This is an optimization exercise on Yosys and OpenROAD, whose aim is small area, a short achievable clock period and few clock cycles, not a production implementation.
The RTL was checked by simulation tests, not by an equivalence proof against the original design.
No activity file was given, so power comes from the tool's default toggle rates.

==> flow/design.v (excerpt) <==
module bdm_codec (
    input  wire         clk,
    input  wire         rst,
    input  wire         req_valid,
    output wire         req_ready,
    input  wire [7:0]   req,
    input  wire [7:0]   p0,
    input  wire [7:0]   p1,
    input  wire [39:0]  hdr,
    input  wire [8:0]   din_len,
    input  wire         din_valid,
    output wire         din_ready,
    input  wire [7:0]   din_data,
    output wire         dout_valid,
    input  wire         dout_ready,
    output wire [7:0]   dout_data,
    output wire         dout_last,
    output wire         done,
    output wire [3:0]   st,
    output wire [2:0]   cls,
    output wire [7:0]   rb,
    output wire         rf,
    output wire [7:0]   opc,
    output wire [7:0]   ctl,
    output wire [7:0]   len,
    output wire [191:0] fld,
    output wire [7:0]   fv
);
export LEC_CHECK = 0
export ABC_CLOCK_PERIOD_IN_PS = 2500
export CAP_MARGIN = 20
export CORE_MARGIN = 2
export CORE_UTILIZATION = 40
export CTS_BUF_LIST = sky130_fd_sc_hd__clkbuf_8
export SETUP_SLACK_MARGIN = 3.5
export SLEW_MARGIN = 20
create_clock -name core_clock -period 6.0 [get_ports {clk}]
standard.sh (not shown) runs the stock make flow with config.mk's settings and CLKGATE_MAP_FILE= SYNTH_SCRIPT=/design/flow/synth_recipe.tcl, a recipe that flattens the netlist after the stock synthesis.
==> flow/flow/run.sh <==
#!/bin/bash
set -euo pipefail
export BUFFER_PORTS_ARGS="-buffer_cell sky130_fd_sc_hd__buf_1"
bash standard.sh > standard.log 2>&1
The starting point finished with timing, DRC and antenna clean.
Testbench counts at the start, summed over its fixed seeds: cycles 26,864.
==> next run, changes <==
--- a/flow/config.mk
+++ b/flow/config.mk
@@ -8 +8 @@
-export ABC_CLOCK_PERIOD_IN_PS = 2500
+export ABC_AREA = 1
@@ -12 +12,5 @@
-export CTS_BUF_LIST = sky130_fd_sc_hd__clkbuf_8
+export CTS_BUF_LIST = sky130_fd_sc_hd__clkbuf_16
+export CTS_CLUSTER_DIAMETER = 80
+export CTS_CLUSTER_SIZE = 20
+export GPL_TIMING_DRIVEN = 0
+export PLACE_DENSITY = 0.7
Effect:
- core utilization grows by 2.0 points
- worst setup slack is worse by 0.089 ns
- area after synthesis increases by 1.4%
- sequential share of layout area shrinks by 2.6 points
==> next run, changes <==
--- a/flow/config.mk
+++ b/flow/config.mk
@@ -8 +7,0 @@
-export ABC_AREA = 1
@@ -12,6 +11,2 @@
-export CTS_BUF_LIST = sky130_fd_sc_hd__clkbuf_16
-export CTS_CLUSTER_DIAMETER = 80
-export CTS_CLUSTER_SIZE = 20
-export GPL_TIMING_DRIVEN = 0
-export PLACE_DENSITY = 0.7
-export SETUP_SLACK_MARGIN = 3.5
+export CTS_BUF_LIST = sky130_fd_sc_hd__clkbuf_8
+export SETUP_SLACK_MARGIN = 3.7
=> The new run passed the timing, DRC and antenna checks. Clock power came out higher by 43%. Fmax came out higher by 4.6%. Die area came out lower by about 1.4%. Wire length came out higher by about 7%. Sequential share of layout area came out lower by 1.4 points. Hold slack got worse by 0.0074 ns. Synthesized area came out lower by about 1.4%. Total power came out higher by about 8%. Global-route usage came out higher by 2.0 points. Via count came out lower by about 1.8%. Clock-buffer cell count came out higher by 28.
==> next run, changes <==
--- a/flow/config.mk
+++ b/flow/config.mk
@@ -7,0 +8 @@
+export ABC_AREA = 1
@@ -11,2 +12,5 @@
-export CTS_BUF_LIST = sky130_fd_sc_hd__clkbuf_8
-export SETUP_SLACK_MARGIN = 3.7
+export CTS_BUF_LIST = sky130_fd_sc_hd__clkbuf_16
+export CTS_CLUSTER_DIAMETER = 80
+export CTS_CLUSTER_SIZE = 20
+export PLACE_DENSITY = 0.7
+export SETUP_SLACK_MARGIN = 3.5
Routed wire length goes down by 13%.
Sequential power is higher by about 4%.
Cell count went up by 4.9%.
First-iteration DRC count climbs by 8.0%.
Setup slack is better by 0.027 ns.
Clock power drops by 28%.
==> next run, changes <==
--- a/flow/config.mk
+++ b/flow/config.mk
@@ -15 +15 @@
-export PLACE_DENSITY = 0.7
+export PLACE_DENSITY = 0.8
After rerunning:
- The changed run produced a clean layout
- setup slack degrades by 0.0075 ns
- global-route usage hardly moves
- power falls slightly
- via count barely changes
- combinational power barely changes

-- static timing again, ports no longer ideal --
Ports are ideal in the flow. The routed layouts listed here were re-timed in OpenROAD.
Step 1 assumes that a clkbuf_16 drives the clock port and a buf_2 every other input.
Step 2 adds t to the input delays and takes it off the output delays; t is the mean of the earliest and latest rising clock arrival at the registers after step 1. Input paths then give back, and output paths get back, about the clock's delay inside the block.
a / b / c = no drivers / after step 1 / after step 2; a / b = the first two.
| run | t, ns | setup WS [ns] | pins driven straight from the clock port |
|---|---|---|---|
| the first run | 0.586 | 3.460 / 3.453 / 2.903 | 1 |
| the second run | 0.530 | 3.372 / 3.329 / 3.033 | 1 |
| the third run | 0.605 | 3.486 / 3.436 / 2.901 | 1 |
| the fourth run | 0.544 | 3.513 / 3.468 / 3.054 | 1 |
| the fifth run | 0.542 | 3.506 / 3.453 / 3.071 | 1 |
After both steps every run listed still meets setup and hold. For the third run, which loses most, drivers alone change the setup slack by -0.050 ns; drivers and shift together by -0.585 ns.
